Context: an optimization exercise on an open-source flow, tuned for small area. The choices shown serve that exercise and are no tape-out recipe. RTL that was checked went through simulation tests only; none was proved equivalent to the original. Only the layout flow was run in run 3; the RTL was not checked for function there. Power figures rest on the tool's default switching activity, not on a simulated workload.

### flow/flow/run.sh
#!/bin/bash
# Own layout flow: the standard ORFS flow (standard.sh) with three changes:
#  * ABC maps the logic with an area-oriented script (flow/abc_area.script)
#    instead of ORFS's delay-oriented one; registers are mapped as before;
#  * the input and output port buffers use the smallest buffer (buf_1);
#  * the clock tree uses fewer, larger sink clusters.
set -euo pipefail
W=$PWD
rm -rf "$W/scripts_mod"
cp -r "$FLOW_HOME/scripts" "$W/scripts_mod"
cp "$W/flow/abc_area.script" "$W/scripts_mod/abc_area.script"
export BUFFER_PORTS_ARGS="-buffer_cell sky130_fd_sc_hd__buf_1"
export CTS_ARGS="-sink_clustering_enable -repair_clock_nets -sink_clustering_size 10 -sink_clustering_max_diameter 60 -buf_list sky130_fd_sc_hd__clkbuf_4 -dont_use_dummy_load"
bash standard.sh SCRIPTS_DIR="$W/scripts_mod" ABC_AREA=1 finish > flow_finish.log 2>&1
### flow/flow/abc_area.script
strash
&get -n
&st
&deepsyn -T 30
&dch -f
&nf -a -R 1000
&put
topo
### flow/standard.sh
#!/bin/bash
# synth_recipe.tcl (not shown) runs the flow's synth.tcl, then flattens the netlist and writes it again
# the make line also repeats each setting of config.mk as NAME=value (left out here)
make -C /OpenROAD-flow-scripts/flow DESIGN_CONFIG=/design/flow/config.mk WORK_HOME=/design/flow/orfs CLKGATE_MAP_FILE= SYNTH_SCRIPT=/design/flow/synth_recipe.tcl "${@:-finish}"
### flow/config.mk
export PLATFORM = sky130hd
export DESIGN_NAME = qsp_frame_decoder
export DESIGN_NICKNAME = qsp_frame_decoder
export VERILOG_FILES = /design/flow/design.v
export SDC_FILE = /design/flow/constraint.sdc
export NUM_CORES = 4
export LEC_CHECK = 0
export CAP_MARGIN = 20
export CORE_MARGIN = 2
export CORE_UTILIZATION = 60
export SLEW_MARGIN = 20
### flow/constraint.sdc
create_clock -name core_clock -period 18.0 [get_ports {clk}]
set_input_delay 3.6000 -clock core_clock [delete_from_list [all_inputs] [get_ports {clk}]]
set_output_delay 3.6000 -clock core_clock [all_outputs]
set_load 0.01 [all_outputs]
### flow/design.v
module qsp_frame_decoder (
    input  wire         clk,
    input  wire         rst,           
    input  wire         in_valid,
    input  wire [7:0]   in_byte,
    output wire         sample_valid,
    output wire [223:0] sample,
    output wire [1:0]   diag,
    output reg  [15:0]  sync_cnt,
    output reg  [15:0]  len_cnt,
    output reg  [15:0]  crc_cnt
);
    localparam [4:0] LEN_AO = 5'd31;     
    reg [4:0]   fb_len;      
    reg [4:0]   rem;         
    reg [223:0] sr;          
    reg [15:0]  crc;         
    reg         cmatch;      
    wire ao   = (fb_len == LEN_AO);
    wire pz   = (rem == 5'd0);
    wire full = (fb_len == 5'd30);
    wire bz   = (in_byte == 8'h00);
    wire lt28 = (fb_len[4:2] != 3'b111);
    assign sample       = sr;
    assign sample_valid = ao & rem[2];
    assign diag         = {2{ao}} & rem[1:0];
    wire       code_pos = ao | pz;
    wire [4:0] dec      = (code_pos ? in_byte[4:0] : rem) - 5'd1;
    wire       code_sat = code_pos & (in_byte[7:5] != 3'd0);
    wire [4:0] rem_next = code_sat ? 5'd31 : dec;
    wire [7:0] wdata = pz ? 8'h00 : in_byte;
    wire [7:0] cx0 = crc[15:8] ^ wdata;
    wire [7:0] cx  = cx0 ^ {4'h0, cx0[7:4]};
    wire [15:0] crc_next = {crc[7:0], 8'h00} ^ {cx[3:0], 12'h000} ^ {3'b000, cx, 5'b00000} ^ {8'h00, cx};
    reg       append;
    reg [1:0] err;
    reg       good;
    always @* begin
        append = 1'b0;
        err    = 2'd0;
        good   = 1'b0;
        if (!ao) begin
            if (bz) begin
                if (!pz)
                    err = 2'd1;
                else if (!full)
                    err = 2'd2;
                else if (!cmatch)
                    err = 2'd3;
                else
                    good = 1'b1;
            end else if (full) begin
                err = 2'd2;
            end else begin
                append = 1'b1;
            end
        end
    end
    wire result = good | (err != 2'd0);
    always @(posedge clk) begin
        if (!rst && in_valid && append && lt28)
            sr <= {wdata, sr[223:8]};
    end
    always @(posedge clk) begin
        if (ao)
            crc <= 16'h0000;
        else if (in_valid && append && lt28)
            crc <= crc_next;
    end
    wire eq_lo = ((wdata ^ crc[7:0]) == 8'h00);
    wire eq_hi = (cx0 == 8'h00);
    always @(posedge clk) begin
        if (in_valid && append && fb_len[4:1] == 4'b1110)
            cmatch <= fb_len[0] ? (cmatch & eq_hi) : eq_lo;
    end
    always @(posedge clk) begin
        if (rst) begin
            fb_len <= LEN_AO;
            rem    <= 5'd0;
        end else if (!in_valid) begin
            if (ao)
                rem <= 5'd0;
        end else if (ao) begin
            if (bz) begin
                rem <= 5'd0;
            end else begin
                fb_len <= 5'd0;
                rem    <= rem_next;
            end
        end else if (result) begin
            fb_len <= LEN_AO;
            rem    <= {2'b00, good, err};
        end else begin
            fb_len <= fb_len + 5'd1;
            rem    <= rem_next;
        end
    end
    wire [16:0] sc, lc, cc;
    assign sc[0] = in_valid & (err == 2'd1);
    assign lc[0] = in_valid & (err == 2'd2);
    assign cc[0] = in_valid & (err == 2'd3);
    genvar gi;
    generate
        for (gi = 0; gi < 16; gi = gi + 1) begin : g_cnt
            assign sc[gi+1] = sc[gi] & sync_cnt[gi];
            assign lc[gi+1] = lc[gi] & len_cnt[gi];
            assign cc[gi+1] = cc[gi] & crc_cnt[gi];
        end
    endgenerate
    always @(posedge clk) begin
        if (rst) begin
            sync_cnt <= 16'd0;
            len_cnt  <= 16'd0;
            crc_cnt  <= 16'd0;
        end else begin
            sync_cnt <= (sync_cnt ^ sc[15:0]) | {16{sc[16]}};
            len_cnt  <= (len_cnt  ^ lc[15:0]) | {16{lc[16]}};
            crc_cnt  <= (crc_cnt  ^ cc[15:0]) | {16{cc[16]}};
        end
    end
endmodule
==> impl_results.md, run 1 <==
* Status: finished clean
* Die Area at roughly 18,000 um^2
* Post-synth top area cell: edfxtp_1
* Synth Area in Compound Gates at about 3.6%
* Proportion of synthesized area in mux cells at less than 1%
* Ys Warns at 1
* Syn avg cell area at 16.5 um^2
* CP required at between 15 and 20 ns
* DRT Pass-1 Iters at 7
* Initial Utilization at between 60 and 70%
* Routed len/inst at around 18 um
* FF+latch count, synth at 299
* Startpoint Class: input pin
* Initial DRC count at 420
* Critical Path Start: in_byte[5]
* Die Y at ~130 um
* Final Hold Fails at 0
* Max-cap violation count at 0
* Layout cells sized above 1 at 4.15%
* Post-synth EDFFs at 225
* Post-Syn Instances at slightly above 600
* Placed Cells at ~1,100
* Sequential fraction of the synthesis area at 80.7%
* CTS clock-pin slew for the worst setup and hold paths at approximately 0.11 ns
* PD cells at around 120 nW/um^2
* PostCTS Resize Cnt at 0
* Crit path capture type: flop
* Synth cell count leaders: edfxtp_1 (225), nor2_1 (112), dfxtp_1 (74), ha_1 (49), nand2_1 (29)
* Worst hold slack at about 0.43 ns
* Fin cells at 1,161
* Critical path arrival at approximately 8.0 ns
* Post-CTS setup buffer count at 0
* Reg2reg start: fb_len[0]
* Worst Path Buf+Inv at 1
* Area Growth Syn to Fin at 16.1%
* Final nets at 1,002
* Worst Path Max Fanout at 15
* Core ar. at approximately 17,000 um^2
* CTS tree: built
* Slowest stage delay, CP at 0.37 ns
* Largest net degree at the start of global routing at around 210
* Top-count cell post-synth: edfxtp_1
* GPL Wtd Cong at 0.896
* Netlist cell types at 31
* Die W at ~130 um
* Post-Route Skew at around 0.032 ns
* Root buf cell: clkbuf_4
* Syn Std Cell Area at roughly 10,000 um^2
* Min Clock Period, post-route at 7.51 ns
* Max rail drop VDD at ~0.073 mV
* Leak pwr at between 4 and 5 nW
* Synth top area share at between 60% and 70%
* Vias in the first global route at roughly 6,000
* Asr flop ratio synth at 0%
* Synth Area in Adders at about 6%
* Rows at between 40 and 50
* Largest family of logic cells by synthesized area: simple AND/OR/NAND/NOR gates
* Crit path top cell by count: ha_1
* Overflow after GRT at 0
* Worst skew pair latency at between 0.6 and 0.7 ns
* Slew Viols, Final at 0
* CP Cell Sequence: buf_1 -> nor3_1 -> nand3_1 -> a21oi_1 -> nor2_1 -> ha_1 -> ha_1 -> ha_1 -> ha_1 -> ha_1 -> ha_1 -> ha_1 -> ha_1 -> ha_1 -> ha_1 -> ha_1 -> ha_1 -> ha_1 -> ha_1 -> ha_1 -> and2_0 -> nor2_1 -> nor2_1
* Pre-CTS WS at about 9.9 ns
* Top FF cell, synth: edfxtp_1
* Worst path top cell family by delay: adder cells
* Remaining routing DRC violations at 0
* Worst-margin pin slew at between 1 and 1.5 ns
* Slew HR at roughly 26%
* RSZ-0062 raised after global routing: false
* TritonCTS Buffers at 35
* Via Count at 6,240
* HPWL after DPL at ~15 mm
* Final core utilization at 71.5%
* Syn_nets at 678
* Overall global routing resource usage at between 20 and 25%
* Post-synthesis xor/xnor area fraction at ~1.5%
* Via/cell ratio at 5.37
* First-pass GRT wire length at between 30 and 40 mm
* Initial antenna violation count at 1
* Cts hold-fix bufs at 0
* Sink Count at approximately 300
* Clock Tree Buf Depth at 3
* Area after DPL at between 10,000 and 15,000 um^2
* Hold crit path type: flop to flop
* Max Freq at about 130 MHz
* Total Wirelength at around 21 mm
* Htree depth at 2
* Final Cycle Share at a little over two fifths
* IO Port Bufs at between 200 and 300
* Post-Layout Inst Area at 11,900 um^2
* Hold Crit Start: sr[185]
* Power, Total at 1.37 mW
* Post-Synth Simple-Gate Area at between 7 and 8%
* Post-route ant nets at 0
* Io pins at roughly 290
* Crit Path Category: input pin to flop
* Setup TNS Final at 0 ns
* CP max stage cell: and2_0
* Post-route setup slack at approximately 10 ns
* Top post-synthesis cells by area: edfxtp_1 (66%), dfxtp_1 (15%), ha_1 (6.0%)
* Final setup fails at 0
[kinds of logic after synthesis]
family | Yosys count
flops | 299
simple gates | 179
compound gates | 56
fa+ha+maj | 49
xor+xnor | 18
buf+inv | 15
mux | 2
[cell type report]
class,count,area [um^2]
Clock buffer,35,263
Inverter,15,56.3
Tap cell,220,275
Timing Repair Buffer,287,1100
Antenna cell,1,2.50
Multi-Input combinational cell,304,1920
Fill cell,1171,4730
Sequential cell,299,8240
[where the power goes]
part           switching, mW  internal, mW  leakage [nW]  total (mW)
clock                  0.189        0.0904         0.161       0.280
combinational          0.160        0.0736          1.46       0.233
sequential            0.0392         0.818          2.67       0.857
total                  0.388         0.982          4.29        1.37
[final timing paths]
kind | slack [ns] | depth (start not counted) | endpoint
min reg2reg | 0.43 | 0 | sr[177]
min | 0.43 | 0 | sr[177]
max | 10.49 | 23 | len_cnt[11]
max reg2reg | 12.67 | 24 | sync_cnt[2]
[flip-flops by register name (all words and copies together) (netlist names)]
signal    count
crc_cnt      16
sync_cnt     16
cmatch        1
fb_len        5
len_cnt      16
rem           5
sr          224
crc          16
[per-layer routing]
metal | wire length (um) | up-vias | track usage, %
met5 | 0 | - | 0
met1 | 8210 | 3001 | 28.9
met4 | 843 | 0 | 10.9
met2 | 10400 | 281 | 37.4
li1 | - | 2905 | -
met3 | 1600 | 53 | 5.74
[placed cells by master, fill, tap and decap left out]
master,netlist,final
a2111o_1,1,1
a21o_1,4,4
a21oi_1,12,12
a221o_1,4,4
a221oi_1,2,2
a222oi_1,1,1
a22o_1,1,1
a22oi_1,9,9
a31oi_1,1,1
and2_0,8,8
and3_1,3,3
buf_1,0,284
buf_12,0,1
buf_4,0,1
clkbuf_2,0,1
clkbuf_4,0,35
clkinv_1,15,15
dfxtp_1,74,74
diode_2,0,1
edfxtp_1,225,225
ha_1,49,49
mux2i_1,2,2
nand2_1,29,29
nand2b_1,2,2
nand3_1,7,7
nand4_1,4,4
nor2_1,112,111
nor2_4,0,1
nor2b_1,5,5
nor3_1,7,7
nor4_1,1,1
o211ai_1,3,3
o21ai_0,16,16
o221ai_1,1,1
o22ai_1,1,1
or4_1,1,1
xnor2_1,2,2
xor2_1,16,16
==> run 2, diff against run 1 <==
--- a/flow/flow/run.sh
+++ b/flow/flow/run.sh
@@ -12,3 +12,3 @@
 export BUFFER_PORTS_ARGS="-buffer_cell sky130_fd_sc_hd__buf_1"
-export CTS_ARGS="-sink_clustering_enable -repair_clock_nets -sink_clustering_size 10 -sink_clustering_max_diameter 60 -buf_list sky130_fd_sc_hd__clkbuf_4 -dont_use_dummy_load"
+export CTS_ARGS="-sink_clustering_enable -repair_clock_nets -sink_clustering_size 30 -sink_clustering_max_diameter 120"
 bash standard.sh SCRIPTS_DIR="$W/scripts_mod" ABC_AREA=1 finish > flow_finish.log 2>&1
==> impl_results.md, run 2 <==
* NetSw at about 0.39 mW
* Max reg flops at approximately 220
* Post-CTS setup buffer count at 0
* Worst path top cell family by delay: adder cells
* DR WL met3 at between 1 and 1.5 mm
* Antenna cells at 0
* DRT Pass-1 Iters at 5
* Startpoint Class: input pin
* CP required at between 15 and 20 ns
* Max-cap violation count at 0
* Reg2reg start: fb_len[0]
* IO Port Bufs at roughly 290
* Top-count cell post-synth: edfxtp_1
* Crit path top cell by count: ha_1
* Final core utilization at 72.1%
* Largest family of logic cells by synthesized area: simple AND/OR/NAND/NOR gates
* Post-Layout Inst Area at around 12,000 um^2
* Syn avg cell area at between 15 and 20 um^2
* CTS clock-pin slew for the worst setup and hold paths at 0.10 ns
* Die W at approximately 130 um
* Total Wirelength at between 20 and 25 mm
* Crit path capture type: flop
* Post-Route Skew at about 0.022 ns
* Initial antenna violation count at 0
* Post-synth EDFFs at around 230
* Area after DPL at roughly 12,000 um^2
* CTS tree: built
* Syn Std Cell Area at between 10,000 and 15,000 um^2
* Largest Register: sr
* PostCTS Resize Cnt at 0
* Post-route ant nets at 0
* CP max stage cell: and2_0
* FF+latch count, synth at approximately 300
* Final Hold Fails at 0
* Wl on met1 at 8.29 mm
* Placed Cells at approximately 1,100
* Vias in the first global route at 5,722
* Sink Count at between 200 and 300
* Max rail drop VDD at approximately 0.096 mV
* Reg2reg path depth at 24
* HPWL after DPL at 15.2 mm
* Worst hold slack at approximately 0.46 ns
* Multi-input gate area at approximately 1900 um^2
* Root buf cell: clkbuf_16
* Routed len/inst at 18.2 um
* Clock Tree Buf Depth at 3
* Top FF cell, synth: edfxtp_1
* Hold crit path type: flop to flop
* Critical path arrival at around 8.0 ns
* Remaining routing DRC violations at 0
* RR Endpoint: crc_cnt[10]
* Core ar. at 16,600 um^2
* Post-synth top area cell: edfxtp_1
* Min Clock Period, post-route at 7.61 ns
* Worst Path Max Fanout at 15
* Initial DRC count at 443
* Post-Synth Simple-Gate Area at 7.36%
* Crit Path Category: input pin to flop
* Top post-synthesis cells by area: edfxtp_1 (66%), dfxtp_1 (15%), ha_1 (6.0%)
* Final setup fails at 0
* Area Growth Syn to Fin at 17.1%
* TritonCTS Buffers at 13
* Overall global routing resource usage at about 22%
* Final nets at just under 1,000
* R2R Setup Slk at around 13 ns
* Reg area at between 8000 and 9000 um^2
* Synth cell count leaders: edfxtp_1 (225), nor2_1 (112), dfxtp_1 (74), ha_1 (49), nand2_1 (29)
* Netlist cell types at 31
* Max Freq at about 130 MHz
* Leak pwr at 4.30 nW
* Synth top area share at 66.2%
* Clock share of power at roughly 23%
* Synth Area in Compound Gates at under 10%
* Final Cycle Share at a little over two fifths
* Synth Area in Adders at under 10%
* First-pass GRT wire length at around 32 mm
* Leading cell type in the layout, fill and taps excluded: buf_1
* PD cells at around 120 nW/um^2
* Rows at 47
* Setup TNS Final at 0 ns
* CP Cell Sequence: buf_1 -> nor3_1 -> nand3_1 -> a21oi_1 -> nand2_1 -> nor3_1 -> ha_1 -> ha_1 -> ha_1 -> ha_1 -> ha_1 -> ha_1 -> ha_1 -> ha_1 -> ha_1 -> ha_1 -> ha_1 -> ha_1 -> ha_1 -> ha_1 -> ha_1 -> and2_0 -> nor2_1 -> nor2_1
* Status: finished clean
* Overflow after GRT at 0
* Reg power frac at approximately three fifths
* Layout cells sized above 1 at about 1.9%
* Syn_nets at between 600 and 700
* Asr flop ratio synth at 0%
* Proportion of synthesized area in mux cells at less than 1%
* Hold Path Sink: sr[126]
* Worst Path Buf+Inv at 1
* RSZ-0062 raised after global routing: false
* Worst-margin pin slew at 1.09 ns
* Die Area at ~18,000 um^2
* Io pins at approximately 290
* Via/cell ratio at between 5 and 6
* Post-Syn Instances at approximately 620
* Ys Warns at 1
* Slew HR at 26.7%
* GPL Wtd Cong at between 0.8 and 0.9
* Fin cells at about 1,100
* Routed wl met2 at 10.4 mm
* Htree depth at 1
* Slew Viols, Final at 0
* DR top layer: met4
* Power share of the combinational group at around 16%
* Initial Utilization at 61.5%
* Most frequent cells in the layout: buf_1 (284), edfxtp_1 (225), nor2_1 (111)
* Slowest stage delay, CP at 0.63 ns
* Worst skew pair latency at 0.48 ns
* Die Y at roughly 130 um
* Switching Share at 27.3%
* Internal at about 1.0 mW
* Largest net degree at the start of global routing at between 200 and 250
* Hold Crit Start: sr[134]
* Sequential fraction of the synthesis area at 80.7%
* # fillers at roughly 1,100
* Via Count at around 6,000
* Hold depth at 0
* Cts hold-fix bufs at 0
* Post-synthesis xor/xnor area fraction at 1.54%
-- run 2: power groups by stage --
stage          Sequential (mW)  Combinational, mW  Clock [mW]
2_1_floorplan            0.897              0.139           0
4_1_cts                  0.857              0.231       0.338
3_5_place_dp             0.872              0.230           0
6_report                 0.857              0.232       0.328
5_1_grt                  0.865              0.257       0.359
3_3_place_gp             0.868              0.227           0
-- run 2: cells by family (layout without fill, tap and decap cells) --
group	Yosys count	after routing
flops	299	299
compound gates	56	56
simple gates	179	179
fa+ha+maj	49	49
xor+xnor	18	18
mux	2	2
buf+inv	15	324
-- run 2: final cells by class --
class                           count  share of cell area [%]
Clock buffer                       21                    2.97
Clock inverter                      1                  0.0733
Inverter                           15                   0.471
Multi-Input combinational cell    304                    16.1
Sequential cell                   299                    68.9
Tap cell                          220                    2.30
Timing Repair Buffer              287                    9.19
-- run 2: how the worst max path moves through the flow --
stage                    start     endpoint  slack, ns  cells past startpoint
finish              in_byte[5]  crc_cnt[10]      10.39                     24
global route        in_byte[5]   crc_cnt[5]       9.96                     24
CTS                 in_byte[5]  crc_cnt[10]      10.39                     24
detailed placement  in_byte[5]   len_cnt[3]       9.91                     23
global placement    in_byte[5]   len_cnt[0]      10.11                     23
floorplan             in_valid        sr[0]       3.69                      3
-- run 2: per-stage QoR --
| stage | power (mW) | setup slack [ns] |
|---|---|---|
| final | 1.42 | 10.39 |
| after CTS | 1.43 | 10.39 |
| after detailed placement | 1.10 | 9.91 |
| after global placement | 1.09 | 10.11 |
| after floorplan | 1.04 | 3.69 |
| after global routing | 1.48 | 9.96 |
-- run 2: metal layers --
| metal | up-vias | GRT usage, % |
|---|---|---|
| met1 | 2994 | 29.2 |
| met5 | - | 0 |
| li1 | 2865 | - |
| met3 | 44 | 4.27 |
| met2 | 244 | 38.2 |
| met4 | 0 | 7.37 |
==> run 3, diff against run 2 <==
--- a/flow/design.v
+++ b/flow/design.v
@@ -98,5 +98,5 @@
     wire [16:0] sc, lc, cc;
-    assign sc[0] = in_valid & (err == 2'd1);
-    assign lc[0] = in_valid & (err == 2'd2);
-    assign cc[0] = in_valid & (err == 2'd3);
+    assign sc[0] = in_valid & (err == 2'd1) & ~(&sync_cnt);
+    assign lc[0] = in_valid & (err == 2'd2) & ~(&len_cnt);
+    assign cc[0] = in_valid & (err == 2'd3) & ~(&crc_cnt);
     genvar gi;
@@ -107,15 +107,9 @@
             assign cc[gi+1] = cc[gi] & crc_cnt[gi];
+            always @(posedge clk) begin
+                sync_cnt[gi] <= ~(rst | sc[gi+1] | ~(sync_cnt[gi] | sc[gi]));
+                len_cnt[gi]  <= ~(rst | lc[gi+1] | ~(len_cnt[gi]  | lc[gi]));
+                crc_cnt[gi]  <= ~(rst | cc[gi+1] | ~(crc_cnt[gi]  | cc[gi]));
+            end
         end
     endgenerate
-    always @(posedge clk) begin
-        if (rst) begin
-            sync_cnt <= 16'd0;
-            len_cnt  <= 16'd0;
-            crc_cnt  <= 16'd0;
-        end else begin
-            sync_cnt <= (sync_cnt ^ sc[15:0]) | {16{sc[16]}};
-            len_cnt  <= (len_cnt  ^ lc[15:0]) | {16{lc[16]}};
-            crc_cnt  <= (crc_cnt  ^ cc[15:0]) | {16{cc[16]}};
-        end
-    end
 endmodule
--- a/flow/flow/run.sh
+++ b/flow/flow/run.sh
@@ -12,3 +12,3 @@
 export BUFFER_PORTS_ARGS="-buffer_cell sky130_fd_sc_hd__buf_1"
-export CTS_ARGS="-sink_clustering_enable -repair_clock_nets -sink_clustering_size 30 -sink_clustering_max_diameter 120"
+export CTS_ARGS="-sink_clustering_enable -repair_clock_nets -sink_clustering_size 10 -sink_clustering_max_diameter 60 -buf_list sky130_fd_sc_hd__clkbuf_4 -dont_use_dummy_load"
 bash standard.sh SCRIPTS_DIR="$W/scripts_mod" ABC_AREA=1 finish > flow_finish.log 2>&1
==> impl_results.md, run 3 <==
* Io pins at ~290
* Max reg flops at 224
* Top post-synthesis cells by area: edfxtp_1 (67%), dfxtp_1 (15%), a21oi_1 (2.2%)
* Syn avg cell area at roughly 16 um^2
* Remaining routing DRC violations at 0
* Slowest stage delay, CP at 0.45 ns
* Overall global routing resource usage at 23.8%
* Synth top area share at 67.1%
* Worst skew pair latency at 0.62 ns
* PostCTS Resize Cnt at 0
* Fin cells at around 1,200
* Slew Viols, Final at 0
* Critical path arrival at approximately 7.4 ns
* Largest Register: sr
* Final setup fails at 0
* Post-Layout Inst Area at 11,700 um^2
* CTS tree: built
* Root buf cell: clkbuf_4
* PD cells at 136 nW/um^2
* Top-count cell post-synth: edfxtp_1
* HPWL after DPL at around 16 mm
* Post-Syn Instances at 619
* FF+latch count, synth at ~300
* Post-synth EDFFs at 225
* CP Cell Sequence: buf_1 -> or3_1 -> nor4_1 -> nand2_1 -> a21oi_1 -> and2_0 -> nor4b_1 -> and3_1 -> and3_1 -> and4_1 -> and3_1 -> and4_1 -> and2_0 -> and3_1 -> nor2_1 -> nor2_1
* CP required at around 19 ns
* Ys Warns at 1
* Initial Utilization at between 60 and 70%
* Die W at between 100 and 150 um
* Final Hold Fails at 0
* Max rail drop VDD at about 0.086 mV
* Via/cell ratio at ~5.6
* CTS clock-pin slew for the worst setup and hold paths at about 0.11 ns
* Hold crit path type: flop to flop
* Htree depth at 2
* Rows at 47
* Post-route setup slack at between 10 and 15 ns
* Final nets at 960
* TritonCTS Buffers at 35
* Die Y at around 130 um
* Via Count at 6,469
* Pre-CTS WS at 10.01 ns
* Crit path top cell by count: and3_1
* Sequential fraction of the synthesis area at between 80% and 90%
* Switching Share at approximately a third
* Leading cell type in the layout, fill and taps excluded: buf_1
* Cts hold-fix bufs at 0
* Total Wirelength at between 20 and 25 mm
* Vias in the first global route at 6,085
* Status: finished clean
* DRT Pass-1 Iters at 4
* Min Clock Period, post-route at 6.88 ns
* Power share of the combinational group at between 20% and 30%
* Overflow after GRT at 0
* Initial antenna violation count at 1
* Worst-margin pin slew at 1.08 ns
* Max-cap violation count at 0
* Max Freq at 145 MHz
* Netlist cell types at about 40
* NetSw at about 0.51 mW
* Setup TNS Final at 0 ns
* Top FF cell, synth: edfxtp_1
* GPL Wtd Cong at about 0.88
* Post-CTS setup buffer count at 0
* Placed Cells at roughly 1,100
* Power, Total at 1.60 mW
* Post-synth top area cell: edfxtp_1
* Area after DPL at around 11,000 um^2
* Crit Path Category: input pin to flop
* Worst hold slack at between 0.4 and 0.5 ns
* Routed len/inst at about 19 um
* Clock share of power at about 18%
* CP max stage cell: nor4b_1
* Internal at around 1.1 mW
* Area Growth Syn to Fin at 16.5%
* Clock Tree Buf Depth at 3
* Die Area at roughly 18,000 um^2
* Layout cells sized above 1 at under 10%
* Slew HR at roughly 28%
* Core ar. at between 15,000 and 20,000 um^2
* Leak pwr at 3.93 nW
* RSZ-0062 raised after global routing: false
* Largest net degree at the start of global routing at 95
* First-pass GRT wire length at between 30 and 40 mm
* Reg power frac at between 50% and 60%
* Syn Std Cell Area at between 10,000 and 15,000 um^2
* Syn_nets at 634
* Worst Path Max Fanout at 8
* Post-Route Skew at between 0.03 and 0.04 ns
* Asr flop ratio synth at 0%
* Post-route ant nets at 0
* Initial DRC count at 326
* Most frequent cells in the layout: buf_1 (284), edfxtp_1 (225), dfxtp_1 (74)
* Sink Count at between 200 and 300
* Synth cell count leaders: edfxtp_1 (225), dfxtp_1 (74), a21oi_1 (45), nand2_1 (36), nor2_1 (36)
* Startpoint Class: input pin
* Final Cycle Share at about two fifths
* Crit path capture type: flop
* IO Port Bufs at about 290
* Final core utilization at a little under three quarters
==> run 3: final timing paths <==
kind | from | end | slack (ns) | cells past startpoint
min reg2reg | sr[190] | sr[182] | 0.45 | 0
max | in_byte[5] | len_cnt[15] | 11.12 | 16
max reg2reg | fb_len[0] | sr[2] | 13.50 | 8
min | sr[190] | sr[182] | 0.45 | 0
==> run 3: layout make-up <==
cell class              instances  area [um^2]
diodes                          1         2.50
inverters                      12         45.0
repair buffers                289         1120
clock buffers                  35          263
well taps                     220          275
multi-input cells             308         1800
flip-flops and latches        299         8240
fillers                      1191         4790
==> run 3: layer usage <==
metal	GRT usage (%)	up-vias	part of all wire, %
li1	-	3010	-
met1	30.1	3151	39
met2	40.3	268	51
met3	5.82	40	7.2
met4	8.81	0	2.9
met5	0	-	0
==> run 3: worst max-delay path: cells and delay by family <==
family | cells | cell delay, ns
buf+inv | 1 | 0.08
compound gates | 1 | 0.26
simple gates | 14 | 3.47
==> run 3: logic make-up (layout without fill, tap and decap cells) <==
kind of cell               count (synthesis)  after routing  synth area share (%)
buffers and inverters                     12            336                 0.447
DFF                                      299            299                  81.8
adders and majority gates                  4              4                 0.497
xor gates and xnor gates                  17             17                  1.48
muxes                                      3              3                 0.311
AOI/OAI and AO/OA                         99             99                  6.11
other                                      0              1                     0
and+or+nand+nor                          185            185                  9.38
==> run 3: power groups by stage <==
stage	registers (mW)	clock network, mW	logic [mW]
after floorplan	1.03	0	0.199
after global placement	0.966	0	0.351
after detailed placement	0.974	0	0.356
after CTS	0.959	0.295	0.357
after global routing	0.970	0.320	0.398
final	0.958	0.282	0.360
==> run 4, diff against run 3 <==
--- a/flow/design.v
+++ b/flow/design.v
@@ -5,5 +5,5 @@
     input  wire [7:0]   in_byte,
-    output wire         sample_valid,
+    output reg          sample_valid,
     output wire [223:0] sample,
-    output wire [1:0]   diag,
+    output reg  [1:0]   diag,
     output reg  [15:0]  sync_cnt,
@@ -23,5 +23,3 @@
     wire lt28 = (fb_len[4:2] != 3'b111);
-    assign sample       = sr;
-    assign sample_valid = ao & rem[2];
-    assign diag         = {2{ao}} & rem[1:0];
+    assign sample = sr;
     wire       code_pos = ao | pz;
@@ -59,4 +57,5 @@
     wire result = good | (err != 2'd0);
+    wire step   = in_valid & (ao ? !bz : append);    
     always @(posedge clk) begin
-        if (!rst && in_valid && append && lt28)
+        if (in_valid && append && lt28)
             sr <= {wdata, sr[223:8]};
@@ -76,21 +75,18 @@
     always @(posedge clk) begin
+        if (step)
+            rem <= rem_next;
+    end
+    always @(posedge clk) begin
+        if (rst || (in_valid && result))
+            fb_len <= LEN_AO;
+        else if (step)
+            fb_len <= fb_len + 5'd1;
+    end
+    always @(posedge clk) begin
         if (rst) begin
-            fb_len <= LEN_AO;
-            rem    <= 5'd0;
-        end else if (!in_valid) begin
-            if (ao)
-                rem <= 5'd0;
-        end else if (ao) begin
-            if (bz) begin
-                rem <= 5'd0;
-            end else begin
-                fb_len <= 5'd0;
-                rem    <= rem_next;
-            end
-        end else if (result) begin
-            fb_len <= LEN_AO;
-            rem    <= {2'b00, good, err};
+            sample_valid <= 1'b0;
+            diag         <= 2'd0;
         end else begin
-            fb_len <= fb_len + 5'd1;
-            rem    <= rem_next;
+            sample_valid <= in_valid & good;
+            diag         <= in_valid ? err : 2'd0;
         end
--- a/flow/config.mk
+++ b/flow/config.mk
@@ -9,3 +9,3 @@
 export CORE_MARGIN = 2
-export CORE_UTILIZATION = 60
+export CORE_UTILIZATION = 75
 export SLEW_MARGIN = 20
==> impl_results.md, run 4 <==
* Initial antenna violation count at 0
* # fillers at 552
* Startpoint Class: input pin
* Worst-margin pin slew at 0.922 ns
* CTS clock-pin slew for the worst setup and hold paths at between 0.1 and 0.15 ns
* Asr flop ratio synth at 0%
* RR Endpoint: len_cnt[14]
* PostCTS Resize Cnt at 0
* Remaining routing DRC violations at 0
* Leak pwr at 3.85 nW
* IO Port Bufs at about 290
* Reg2reg path depth at 18
* Multi-input gate area at ~1700 um^2
* Post-synth top area cell: edfxtp_1
* Overflow after GRT at 0
* Max-cap violation count at 0
* Htree depth at 2
* Core ar. at roughly 13,000 um^2
* Post-Syn Instances at 616
* Initial DRC count at about 1,100
* HPWL after DPL at 17.5 mm
* Initial Utilization at between 70% and 80%
* RSZ-0062 raised after global routing: false
* Cts hold-fix bufs at 0
* Status: finished clean
* Final nets at 956
* Post-CTS setup buffer count at 0
* Root buf cell: clkbuf_4
* First-pass GRT wire length at roughly 38 mm
* Leading cell type in the layout, fill and taps excluded: buf_1
* Antenna cells at 0
* TritonCTS Buffers at 36
* Die Area at approximately 14,000 um^2
* FF+latch count, synth at 302
* Top FF cell, synth: edfxtp_1
* Largest Register: sr
* Top-count cell post-synth: edfxtp_1
* Die W at ~120 um
* Crit path capture type: flop
* Final Hold Fails at 0
* Netlist cell types at 40
* Sequential fraction of the synthesis area at 82.7%
* Routed len/inst at roughly 24 um
* Pre-CTS WS at slightly above 10 ns
* Worst Path Max Fanout at 5
* Sink Count at ~300
* PD cells at between 100 and 150 nW/um^2
* Post-route ant nets at 0
* Layout cells sized above 1 at 4.26%
* GPL Wtd Cong at 0.892
* Final setup fails at 0
* Syn Std Cell Area at between 10,000 and 15,000 um^2
* Ys Warns at 1
* Largest net degree at the start of global routing at between 100 and 150
* Min Clock Period, post-route at ~7.4 ns
* Slew HR at 38.5%
* Hold depth at 0
* Reg area at about 8300 um^2
* Reg2reg start: fb_len[0]
* Die Y at ~120 um
* Critical path arrival at just under 8 ns
* Area Growth Syn to Fin at 15.7%
* Hold crit path type: flop to flop
* Clock Tree Buf Depth at 3
* Io pins at 286
* Slew Viols, Final at 0
* Post-synth EDFFs at between 200 and 250
* Via Count at 7,189
* Max rail drop VDD at around 0.083 mV
* DRT Pass-1 Iters at 7
* CTS tree: built
* Post-route setup slack at 10.64 ns
* Overall global routing resource usage at a little over a third
* Setup TNS Final at 0 ns
* Via/cell ratio at 6.45
* Synth cell count leaders: edfxtp_1 (230), dfxtp_1 (72), nor2_1 (47), nand2_1 (37), a21oi_1 (33)
* Top post-synthesis cells by area: edfxtp_1 (68%), dfxtp_1 (14%), nor2_1 (1.7%)
* Rows at 42
* Total Wirelength at about 26 mm
* Syn_nets at approximately 630
* Max reg flops at 224
* Post-Route Skew at roughly 0.077 ns
* Synth top area share at roughly 68%
* Worst skew pair latency at between 0.6 and 0.7 ns
* R2R Setup Slk at ~13 ns
* Hold Crit Start: sr[82]
* Crit Path Category: input pin to flop
* Syn avg cell area at 16.4 um^2
* Vias in the first global route at between 6,000 and 7,000
* Hold Path Sink: sr[74]
* Most frequent cells in the layout: buf_1 (285), edfxtp_1 (230), dfxtp_1 (72)
* Final Cycle Share at 40.9%
* Max Freq at about 140 MHz
* CP required at ~19 ns
* Critical Path Start: in_byte[5]
run 4: cell count changes after synthesis, moves of 5 or more:
| cell | change |
|---|---|
| o21bai_1 | -10 |
| a21oi_1 | -12 |
| nor2_1 | +11 |
| o21ai_0 | +12 |
| and2_0 | -5 |
| nand4_1 | +5 |
| edfxtp_1 | +5 |
run 4: kinds of logic after synthesis:
| family | synth area share, % |
|---|---|
| flip-flops | 82.7 |
| AO/OA/AOI/OAI | 5.27 |
| AND/OR/NAND/NOR | 9.05 |
| multiplexers | 0.310 |
| buffers and inverters | 0.521 |
| adder cells (fa/ha/maj) | 0.496 |
| XOR/XNOR | 1.65 |
run 4: power by group:
| part | internal [mW] | total, mW | leakage, nW | switching [mW] |
|---|---|---|---|---|
| logic | 0.0646 | 0.237 | 0.983 | 0.172 |
| clock network | 0.0929 | 0.302 | 0.166 | 0.209 |
| registers | 0.875 | 0.939 | 2.70 | 0.0645 |
run 4: critical path, cell delays in order:
cell and delay, ns:
buf_1 0.08, nor3_1 0.27, nand3_1 0.17, nor3b_1 0.41, nand3_1 0.21, a31oi_1 0.21
nor2_1 0.09, nor3_1 0.27, and2_0 0.31, and3_1 0.25, and3_1 0.27, and3_1 0.31
and3_1 0.28, and2_0 0.33, and3_1 0.31, and3_1 0.27, a21oi_1 0.10, o21a_1 0.13
run 4: area by class of cell:
class | instances | share of cell area, %
Tap cell | 176 | 1.88
Sequential cell | 302 | 71.5
Clock buffer | 36 | 2.31
Multi-Input combinational cell | 300 | 14.5
Timing Repair Buffer | 287 | 9.32
Inverter | 14 | 0.514
run 4: layer usage:
| metal | GRT usage, % | wire, um | up-vias |
|---|---|---|---|
| met5 | 0 | 0 | - |
| li1 | - | - | 2978 |
| met4 | 17.0 | 1240 | 0 |
| met1 | 43.7 | 8660 | 3435 |
| met2 | 60.1 | 13900 | 651 |
| met3 | 7.75 | 2740 | 125 |
run 4: metrics by stage:
stage	total power [mW]	area, um^2	std cells	util (%)	hold WS, ns
2_1_floorplan	1.09	10100	616	-	0.430
3_3_place_gp	1.15	11400	1079	86.5	0.429
3_5_place_dp	1.18	11400	1079	86.5	0.431
4_1_cts	1.46	11700	1115	88.5	0.423
5_1_grt	1.52	11700	1115	88.6	0.438
6_report	1.48	11700	1115	88.6	0.434
run 4: how the worst max path moves through the flow:
stage / end / depth (start not counted)
global route: len_cnt[15] / 18
finish: len_cnt[14] / 18
CTS: len_cnt[14] / 18
floorplan: crc[13] / 8
detailed placement: len_cnt[14] / 18
global placement: len_cnt[14] / 18
==> run 5, diff against run 4 <==
--- a/flow/config.mk
+++ b/flow/config.mk
@@ -9,3 +9,3 @@
 export CORE_MARGIN = 2
-export CORE_UTILIZATION = 75
+export CORE_UTILIZATION = 60
 export SLEW_MARGIN = 20
==> impl_results.md, run 5 <==
* Reg area at between 8000 and 9000 um^2
* Layout cells sized above 1 at 4.15%
* Initial antenna violation count at 1
* Slowest stage delay, CP at between 0.4 and 0.5 ns
* Vias in the first global route at a little under 6,000
* Critical path arrival at about 7.5 ns
* Startpoint Class: input pin
* Ys Warns at 1
* CTS tree: built
* PostCTS Resize Cnt at 0
* Most frequent cells in the layout: buf_1 (285), edfxtp_1 (230), dfxtp_1 (72)
* Synth Area in Adders at less than 1%
* Final nets at approximately 960
* RSZ-0062 raised after global routing: false
* Hold crit path type: flop to flop
* Slew HR at approximately 30%
* Top-count cell post-synth: edfxtp_1
* Synth top area share at 68.4%
* Routed len/inst at between 15 and 20 um
* Post-synth EDFFs at 230
* Max Freq at ~140 MHz
* Sink Count at between 300 and 400
* HPWL after DPL at around 15 mm
* Multi-input gate area at 1690 um^2
* Overflow after GRT at 0
* Post-synthesis xor/xnor area fraction at between 1.5 and 2%
* Max rail drop VDD at between 0.08 and 0.09 mV
* Post-Route Skew at about 0.035 ns
* Proportion of synthesized area in mux cells at 0.310%
* DRT Pass-1 Iters at 5
* Post-route ant nets at 0
* Top FF cell, synth: edfxtp_1
* Worst-margin pin slew at between 1 and 1.5 ns
* CP max stage cell: nor3b_1
* Total Wirelength at about 21 mm
* Max-cap violation count at 0
* Initial DRC count at 375
* CTS clock-pin slew for the worst setup and hold paths at about 0.10 ns
* Largest family of logic cells by synthesized area: simple AND/OR/NAND/NOR gates
* NetSw at just over 0.4 mW
* Area Growth Syn to Fin at 16.3%
* Reg power frac at between 60% and 70%
* Critical Path Start: in_byte[5]
* Status: finished clean
* Die W at 134 um
* Htree depth at 2
* CP endpoint: len_cnt[14]
* Max reg flops at approximately 220
* Post-Synth Simple-Gate Area at a little under a tenth
* # fillers at between 1,000 and 1,500
* TritonCTS Buffers at 36
* Die Y at 134 um
* Slew Viols, Final at 0
* Netlist cell types at 40
* Syn avg cell area at 16.4 um^2
* Via/cell ratio at 5.47
* Power share of the combinational group at between 10% and 20%
* Asr flop ratio synth at 0%
* Post-synth top area cell: edfxtp_1
* Remaining routing DRC violations at 0
* Switching Share at between 20 and 30%
* Die Area at 17,900 um^2
* Crit path capture type: flop
* First-pass GRT wire length at between 30 and 40 mm
* Reg2reg start: fb_len[0]
* Largest Register: sr
* Syn_nets at 631
* Core ar. at between 15,000 and 20,000 um^2
* Overall global routing resource usage at between 20% and 30%
* Synth Area in Compound Gates at under 10%
* Leak pwr at between 3 and 4 nW
* Via Count at around 6,300
* Worst skew pair latency at approximately 0.6 ns
* Worst Path Max Fanout at 5
* Post-Syn Instances at just over 600
* Reg2reg path depth at 17
* Post-CTS setup buffer count at 0
* Sequential fraction of the synthesis area at 82.7%
* GPL Wtd Cong at 0.889
* Final Hold Fails at 0
* CP required at roughly 19 ns
* Internal at a little over 1 mW
* PD cells at about 120 nW/um^2
* Largest net degree at the start of global routing at between 100 and 150
* Crit path top cell by count: and3_1
* Rows at 47
* Io pins at 286
* Cts hold-fix bufs at 0
* Clock share of power at between 20 and 25%
* Top post-synthesis cells by area: edfxtp_1 (68%), dfxtp_1 (14%), nor2_1 (1.7%)
* IO Port Bufs at between 200 and 300
* Setup TNS Final at 0 ns
* RR Endpoint: len_cnt[14]
* Final setup fails at 0
* CP Cell Sequence: buf_1 -> nor3_1 -> nand3_1 -> nor3b_1 -> nand3_1 -> nor3_1 -> nor3_1 -> and2_0 -> and3_1 -> and3_1 -> and3_1 -> and3_1 -> and2_0 -> and3_1 -> and3_1 -> a21oi_1 -> o21a_1
* FF+latch count, synth at roughly 300
* Synth cell count leaders: edfxtp_1 (230), dfxtp_1 (72), nor2_1 (47), nand2_1 (37), a21oi_1 (33)
* Initial Utilization at between 60% and 70%
* Leading cell type in the layout, fill and taps excluded: buf_1
* Crit Path Category: input pin to flop
* Pre-CTS WS at ~10 ns
* Worst hold slack at around 0.45 ns
* Min Clock Period, post-route at 6.92 ns
* Post-route setup slack at 11.08 ns
* Power, Total at between 1 and 1.5 mW
* Final Cycle Share at 38.4%
* Clock Tree Buf Depth at 3
* Syn Std Cell Area at a little over 10,000 um^2
* R2R Setup Slk at ~13 ns
* Root buf cell: clkbuf_4
-- run 5: changes by cell type in the layout (fill, tap and decap cells not counted), sizes merged --
| cell | change |
|---|---|
| diode | +1 |
-- run 5: how the worst min path moves through the flow --
stage,start,to,cells past startpoint
floorplan,crc[12],crc[12],2
global placement,sr[196],sr[188],0
detailed placement,sr[20],sr[12],0
CTS,sr[120],sr[112],0
global route,sr[66],sr[58],0
finish,sr[82],sr[74],0
-- run 5: layout make-up --
cell class | instances | share of cell area, %
timing repair buffer | 287 | 9.25
inverter | 14 | 0.512
sequential | 302 | 71.1
antenna | 1 | 0.0213
tap | 220 | 2.35
clock buffer | 36 | 2.30
multi-input combinational | 300 | 14.4
-- run 5: per-stage QoR --
stage | std cells | instance area, um^2 | utilization [%]
after global placement | 1123 | 11500 | 69.4
after CTS | 1159 | 11700 | 71.0
after global routing | 1160 | 11700 | 71.0
final | 1160 | 11700 | 71.0
after detailed placement | 1123 | 11500 | 69.4
after floorplan | 616 | 10100 | -
-- run 5: layer usage --
metal  track usage (%)  wire length [um]  up-vias  part of all wire (%)
met2              37.9             10300      273                    50
met5                 0                 0        -                     0
met4              8.10               471        0                   2.3
met3              5.37              1590       33                   7.7
li1                  -                 -     2984                     -
met1              30.1              8390     3057                    40
-- run 5: worst max-delay path: cells and delay by family --
kind / cells / cell delay (ns)
buf+inv: 1 / 0.09
compound gates: 2 / 0.30
simple gates: 14 / 3.49
-- run 5: cell families after synthesis --
group / count (synthesis)
DFF: 302
and+or+nand+nor: 185
AOI/OAI and AO/OA: 89
xor gates and xnor gates: 19
buffers and inverters: 14
adders and majority gates: 4
muxes: 3
-- run 5: power groups by stage --
stage / logic [mW] / clock network [mW] / registers [mW]
detailed placement: 0.225 / 0 / 0.941
global route: 0.247 / 0.327 / 0.937
CTS: 0.224 / 0.300 / 0.926
finish: 0.222 / 0.289 / 0.926
floorplan: 0.109 / 0 / 0.979
global placement: 0.219 / 0 / 0.935
==> run 6, diff against run 5 <==
--- a/flow/design.v
+++ b/flow/design.v
@@ -17,3 +17,2 @@
     reg [15:0]  crc;         
-    reg         cmatch;      
     wire ao   = (fb_len == LEN_AO);
@@ -45,3 +44,3 @@
                     err = 2'd2;
-                else if (!cmatch)
+                else if (!crc[0])
                     err = 2'd3;
@@ -62,2 +61,5 @@
     end
+    wire eq_lo = ((wdata ^ crc[7:0]) == 8'h00);
+    wire eq_hi = (cx0 == 8'h00);
+    wire crc_we = in_valid & append;
     always @(posedge clk) begin
@@ -65,10 +67,10 @@
             crc <= 16'h0000;
-        else if (in_valid && append && lt28)
-            crc <= crc_next;
-    end
-    wire eq_lo = ((wdata ^ crc[7:0]) == 8'h00);
-    wire eq_hi = (cx0 == 8'h00);
-    always @(posedge clk) begin
-        if (in_valid && append && fb_len[4:1] == 4'b1110)
-            cmatch <= fb_len[0] ? (cmatch & eq_hi) : eq_lo;
+        else if (crc_we) begin
+            if (lt28)
+                crc <= crc_next;
+            else if (!fb_len[0])
+                crc[0] <= eq_lo;
+            else
+                crc[0] <= crc[0] & eq_hi;
+        end
     end
--- a/flow/config.mk
+++ b/flow/config.mk
@@ -9,3 +9,3 @@
 export CORE_MARGIN = 2
-export CORE_UTILIZATION = 60
+export CORE_UTILIZATION = 65
 export SLEW_MARGIN = 20
==> impl_results.md, run 6 <==
* Grt peak-use layer: met2
* Crit path top cell by count: and3_1
* DRT Pass-1 Iters at 5
* Leak pwr at a little under 4 nW
* Layout cells sized above 1 at under 10%
* Slew Viols, Final at 0
* Asr flop ratio synth at 0%
* # fillers at slightly below 1,000
* Vias in the first global route at between 5,000 and 6,000
* FF+latch count, synth at around 300
* Max reg flops at approximately 220
* PostCTS Resize Cnt at 0
* Power, Total at 1.47 mW
* First-pass GRT wire length at 30.0 mm
* Reg power frac at between 60% and 70%
* Post-synth EDFFs at between 200 and 250
* TritonCTS Buffers at 36
* Area after DPL at between 10,000 and 15,000 um^2
* Post-Layout Inst Area at 11,600 um^2
* Top FF cell, synth: edfxtp_1
* Met3 Use GR at about 5.0%
* NetSw at 0.421 mW
* Setup TNS Final at 0 ns
* IO Port Bufs at about 290
* Area Growth Syn to Fin at 15.9%
* CP Cell Sequence: buf_1 -> or3_1 -> nor4_1 -> nand2_1 -> a21oi_1 -> o21ai_0 -> nor2_1 -> and3_1 -> and2_0 -> nor2b_1 -> and3_1 -> and3_1 -> and3_1 -> and3_1 -> o21bai_1 -> a21oi_1
* Status: finished clean
* Max rail drop VDD at slightly above 0.07 mV
* Final nets at approximately 950
* Min Clock Period, post-route at between 6 and 7 ns
* Final Hold Fails at 0
* Internal at roughly 1.0 mW
* Fin cells at around 1,100
* Post-synth top area cell: edfxtp_1
* CP required at about 19 ns
* Most frequent cells in the layout: buf_1 (284), edfxtp_1 (229), dfxtp_1 (72)
* Met1 Resource Use GR at approximately 30%
* Grt met2 use at about 40%
* Largest Register: sr
* Core ar. at between 15,000 and 20,000 um^2
* Synth cell count leaders: edfxtp_1 (229), dfxtp_1 (72), a21oi_1 (41), nor2_1 (40)
* Sequential fraction of the synthesis area at between 80% and 90%
* Largest net degree at the start of global routing at between 100 and 150
* Via Count at between 6,000 and 7,000
* Startpoint Class: input pin
* Htree depth at 2
* Overflow after GRT at 0
* Syn_nets at approximately 630
* Cts hold-fix bufs at 0
* CP max stage cell: or3_1
* Crit Path Category: input pin to flop
* Crit path capture type: flop
* Clock share of power at ~20%
* Remaining routing DRC violations at 0
* Via/cell ratio at 5.58
* Rows at 45
* Reg area at 8320 um^2
* Final core utilization at roughly 77%
* Final setup fails at 0
* CTS clock-pin slew for the worst setup and hold paths at about 0.11 ns
* Placed Cells at roughly 1,100
* Critical path arrival at slightly above 7 ns
* Clock Tree Buf Depth at 3
* Slowest stage delay, CP at roughly 0.4 ns
* Post-Route Skew at between 0.06 and 0.07 ns
* Worst-margin pin slew at between 1 and 1.5 ns
* Root buf cell: clkbuf_4
* Top post-synthesis cells by area: edfxtp_1 (68%), dfxtp_1 (14%), a21oi_1 (2.0%)
* Routed len/inst at roughly 18 um
* Overall global routing resource usage at 23.8%
* PD cells at 126 nW/um^2
* Switching Share at approximately 29%
* Die Y at approximately 130 um
* Top-count cell post-synth: edfxtp_1
* Hold crit path type: flop to flop
* Syn Std Cell Area at approximately 10,000 um^2
* Power share of the combinational group at 16.2%
* Post-route ant nets at 0
* Ys Warns at 1
* Max Freq at 153 MHz
* Netlist cell types at 38
* Max-cap violation count at 0
* Initial DRC count at 418
* Sink Count at around 300
* Multi-input gate area at between 1500 and 2000 um^2
* Post-Syn Instances at slightly above 600
* Die Area at ~16,000 um^2
* GPL Wtd Cong at slightly below 0.9
* Die W at about 130 um
* Synth top area share at around two thirds
* Io pins at 286
* HPWL after DPL at about 15 mm
* Syn avg cell area at about 16 um^2
* Post-CTS setup buffer count at 0
* RSZ-0062 raised after global routing: false
* Slew HR at 31.7%
* Final Cycle Share at a little over a third
* Worst skew pair latency at 0.60 ns
* Leading cell type in the layout, fill and taps excluded: buf_1
* Total Wirelength at 20.6 mm
* CTS tree: built
* Worst Path Max Fanout at 6
* Initial Utilization at between 60% and 70%
* Initial antenna violation count at 1
-- run 6: changes by cell type in the layout (fill, tap and decap cells not counted), sizes merged, moves of 5 or more --
cell,change
a21oi,+8
nand4,-8
nor2,-7
o21a,-5
o21ai,-7
o21bai,+13
-- run 6: metal layers --
layer  vias to the layer above  share of wire, %  wire [um]
li1                       2942                 -          -
met4                         0               2.8        570
met2                       248                51      10500
met3                        44               6.8       1410
met1                      3031                39       8120
met5                         -                 0          0
-- run 6: area by class of cell --
cell class | instances | share of cell area (%)
Inverter | 15 | 0.548
Timing Repair Buffer | 286 | 9.26
Sequential cell | 301 | 71.4
Clock buffer | 36 | 2.32
Tap cell | 188 | 2.02
Antenna cell | 1 | 0.0215
Multi-Input combinational cell | 296 | 14.4
-- run 6: kinds of logic after synthesis --
family          Yosys count  synth area share [%]
buf+inv                  15                 0.560
mux                       2                 0.199
xor+xnor                 20                  1.74
simple gates            175                  8.55
flops                   301                  82.8
fa+ha+maj                 4                 0.498
compound gates           95                  5.69
-- run 6: power groups by stage --
stage | sequential (mW) | combinational [mW] | clock [mW]
after global placement | 0.950 | 0.234 | 0
after detailed placement | 0.957 | 0.238 | 0
final | 0.942 | 0.238 | 0.287
after global routing | 0.953 | 0.261 | 0.320
after floorplan | 0.997 | 0.114 | 0
after CTS | 0.942 | 0.238 | 0.298
-- run 6: worst max-delay path, delay by kind of cell --
family          cells  cell delay (ns)
simple gates       11             2.83
buf+inv             1             0.08
compound gates      4             0.60
-- run 6: worst paths after layout --
| kind | startpoint | to | slack [ns] | depth (start not counted) |
|---|---|---|---|---|
| setup / recovery | in_byte[5] | len_cnt[14] | 11.46 | 16 |
| hold reg to reg | sr[173] | sr[165] | 0.45 | 0 |
| hold / removal | sr[173] | sr[165] | 0.45 | 0 |
| setup reg to reg | fb_len[0] | crc[13] | 13.61 | 12 |
-- run 6: through the flow --
step	hold WS [ns]	setup slack, ns
after floorplan	0.445	5.65
after global placement	0.430	10.91
after detailed placement	0.431	10.76
after CTS	0.453	11.46
after global routing	0.462	11.05
final	0.447	11.46
==> run 7, diff against run 6 <==
--- a/flow/config.mk
+++ b/flow/config.mk
@@ -9,3 +9,3 @@
 export CORE_MARGIN = 2
-export CORE_UTILIZATION = 65
+export CORE_UTILIZATION = 60
 export SLEW_MARGIN = 20
==> impl_results.md, run 7 <==
* Status: finished clean
* Sink Count at between 300 and 400
* Largest Register: sr
* R2R Setup Slk at 13.77 ns
* Asr flop ratio synth at 0%
* Die Y at between 100 and 150 um
* Netlist cell types at 38
* Core ar. at approximately 16,000 um^2
* RSZ-0062 raised after global routing: false
* CP Cell Sequence: buf_1 -> or3_1 -> nor4_1 -> nand2_1 -> a21oi_1 -> o21ai_0 -> nor2_1 -> and3_1 -> and2_0 -> nor2b_1 -> and3_1 -> and3_1 -> and3_1 -> and3_1 -> o21bai_1 -> a21oi_1
* PostCTS Resize Cnt at 0
* Htree depth at 2
* Clock Tree Buf Depth at 3
* FF+latch count, synth at ~300
* Io pins at 286
* Die Area at 17,800 um^2
* Vias in the first global route at roughly 5,700
* DRT Pass-1 Iters at 5
* Via/cell ratio at 5.43
* CP max stage cell: or3_1
* Max-cap violation count at 0
* Hold depth at 0
* Root buf cell: clkbuf_4
* Max Freq at ~150 MHz
* Initial DRC count at ~360
* Reg2reg start: fb_len[0]
* Top-count cell post-synth: edfxtp_1
* Hold crit path type: flop to flop
* Startpoint Class: input pin
* PD cells at ~130 nW/um^2
* Placed Cells at between 1,000 and 1,500
* Syn_nets at 627
* Worst skew pair latency at 0.60 ns
* CTS tree: built
* CP required at about 19 ns
* Worst-margin pin slew at ~1.1 ns
* Top post-synthesis cells by area: edfxtp_1 (68%), dfxtp_1 (14%), a21oi_1 (2.0%)
* Post-Syn Instances at 612
* Setup TNS Final at 0 ns
* IO Port Bufs at 285
* Crit path top cell by count: and3_1
* Final Hold Fails at 0
* TritonCTS Buffers at 36
* CTS clock-pin slew for the worst setup and hold paths at about 0.1 ns
* Post-synth EDFFs at around 230
* Syn avg cell area at about 16 um^2
* Cts hold-fix bufs at 0
* Routed len/inst at roughly 18 um
* Overall global routing resource usage at 22.7%
* Hold Path Sink: sr[157]
* Synth cell count leaders: edfxtp_1 (229), dfxtp_1 (72), a21oi_1 (41), nor2_1 (40)
* Leading cell type in the layout, fill and taps excluded: buf_1
* Slew HR at a little over a quarter
* Top FF cell, synth: edfxtp_1
* Max reg flops at approximately 220
* Largest net degree at the start of global routing at between 150 and 200
* Max rail drop VDD at 0.0677 mV
* Hold Crit Start: sr[165]
* Final setup fails at 0
* Fin cells at approximately 1,200
* Remaining routing DRC violations at 0
* Critical path arrival at 7.07 ns
* Post-Route Skew at 0.0637 ns
* Layout cells sized above 1 at approximately 4.2%
* Ys Warns at 1
* First-pass GRT wire length at a little over 30 mm
* Slew Viols, Final at 0
* Sequential fraction of the synthesis area at approximately 83%
* HPWL after DPL at roughly 15 mm
* # fillers at around 1,200
* Leak pwr at about 3.9 nW
* RR Endpoint: sr[46]
* Area Growth Syn to Fin at 16.3%
* Reg2reg path depth at 9
* Rows at between 40 and 50
* Total Wirelength at between 20 and 25 mm
* Final nets at roughly 950
* Via Count at roughly 6,300
* Slowest stage delay, CP at ~0.38 ns
* Post-synth top area cell: edfxtp_1
* Crit path capture type: flop
* Post-CTS setup buffer count at 0
* Overflow after GRT at 0
* Final Cycle Share at around 36%
* Most frequent cells in the layout: buf_1 (284), edfxtp_1 (229), dfxtp_1 (72)
* Initial Utilization at slightly above 60%
* GPL Wtd Cong at approximately 0.91
* Min Clock Period, post-route at 6.54 ns
* Die W at about 130 um
* Post-route ant nets at 0
* Worst Path Max Fanout at 6
* Syn Std Cell Area at just over 10,000 um^2
* Crit Path Category: input pin to flop
* Initial antenna violation count at 1
* Synth top area share at between 60 and 70%
-- run 7: cell counts after synthesis --
No cell type changed its count.
-- run 7: routing by layer --
layer | track usage, % | vias up | wire length, um
li1 | - | 2947 | -
met1 | 27.9 | 3034 | 8150
met2 | 38.5 | 250 | 10400
met3 | 7.12 | 38 | 1770
met4 | 7.68 | 0 | 533
met5 | 0 | - | 0
-- run 7: logic make-up after synthesis --
| logic type | count (synthesis) | share of synthesized area [%] |
|---|---|---|
| AND/OR/NAND/NOR | 175 | 8.55 |
| AO/OA/AOI/OAI | 95 | 5.69 |
| adder cells (fa/ha/maj) | 4 | 0.498 |
| flip-flops | 301 | 82.8 |
| buffers and inverters | 15 | 0.560 |
| multiplexers | 2 | 0.199 |
| XOR/XNOR | 20 | 1.74 |
-- run 7: worst max-delay path by stage --
| stage | slack [ns] | to | start |
|---|---|---|---|
| global placement | 11.08 | sr[193] | in_byte[5] |
| global route | 11.23 | crc[15] | in_byte[5] |
| finish | 11.46 | len_cnt[14] | in_byte[5] |
| floorplan | 5.65 | crc[8] | in_byte[5] |
| detailed placement | 10.90 | sr[9] | in_byte[5] |
| CTS | 11.55 | len_cnt[14] | in_byte[5] |
-- run 7: metrics by stage --
stage	power (mW)	utilization, %	worst slack, ns	area, um^2	hold WS, ns
2_1_floorplan	1.11	-	5.65	10100	0.445
3_3_place_gp	1.18	69.3	11.08	11400	0.430
3_5_place_dp	1.20	69.3	10.90	11400	0.429
4_1_cts	1.48	70.9	11.55	11700	0.451
5_1_grt	1.54	71.0	11.23	11700	0.452
6_report	1.46	71.0	11.46	11700	0.451
-- run 7: worst max-delay path: cells and delay by family --
family | cells | cell delay (ns)
AOI/OAI and AO/OA | 4 | 0.59
buffers and inverters | 1 | 0.09
and+or+nand+nor | 11 | 2.76
-- run 7: final cells by class --
cell class / instances / area, um^2 / area share, %
flip-flops and latches: 301 / 8320 / 71.2
multi-input cells: 296 / 1680 / 14.3
repair buffers: 286 / 1080 / 9.23
well taps: 220 / 275 / 2.36
clock buffers: 36 / 270 / 2.31
inverters: 15 / 63.8 / 0.546
diodes: 1 / 2.50 / 0.0214
-- run 7: power breakdown --
| group | internal (mW) | switching [mW] | leakage, nW |
|---|---|---|---|
| logic | 0.0691 | 0.170 | 1.02 |
| registers | 0.884 | 0.0563 | 2.69 |
| clock network | 0.0929 | 0.192 | 0.166 |
| total | 1.05 | 0.418 | 3.88 |

==> port drivers added, routing unchanged <==
In the flow no input, the clock included, has a driving cell. The finished layouts below were timed again as built, in two steps. Step 1 sets driving cells, clkbuf_16 on the clock port and buf_2 on the other inputs (assumed; they add their load-dependent delay and slew). Step 2 moves the port delays by t, midway between the first and last clock arrival at a register: inputs arrive t later, outputs are due t later. That takes back most of the time a late clock gives input paths. Three values: ideal ports, drivers, drivers and shift; two values: the first two.
run | t, ns | setup WS [ns] | worst hold slack (ns) | worst register clock-pin slew, ns | cell pins on the clock port's net
run 1 | 0.645 | 10.494 / 10.512 / 9.867 | 0.434 / 0.434 / 0.434 | 0.11 / 0.11 | 1
run 2 | 0.518 | 10.391 / 10.414 / 9.896 | 0.457 / 0.457 / 0.457 | 0.11 / 0.11 | 1
run 3 | 0.642 | 11.124 / 11.146 / 10.504 | 0.453 / 0.453 / 0.453 | 0.11 / 0.11 | 1
run 4 | 0.635 | 10.644 / 10.656 / 10.022 | 0.434 / 0.434 / 0.434 | 0.12 / 0.12 | 1
run 5 | 0.635 | 11.081 / 11.101 / 10.465 | 0.452 / 0.452 / 0.452 | 0.11 / 0.11 | 1
run 6 | 0.614 | 11.460 / 11.478 / 10.864 | 0.447 / 0.447 / 0.447 | 0.11 / 0.11 | 1
run 7 | 0.611 | 11.460 / 11.478 / 10.867 | 0.451 / 0.451 / 0.451 | 0.11 / 0.11 | 1
After both steps setup and hold are still met in every run listed. The setup slack of run 1, which loses most, moves by +0.018 ns with the drivers and by -0.627 ns with both steps.
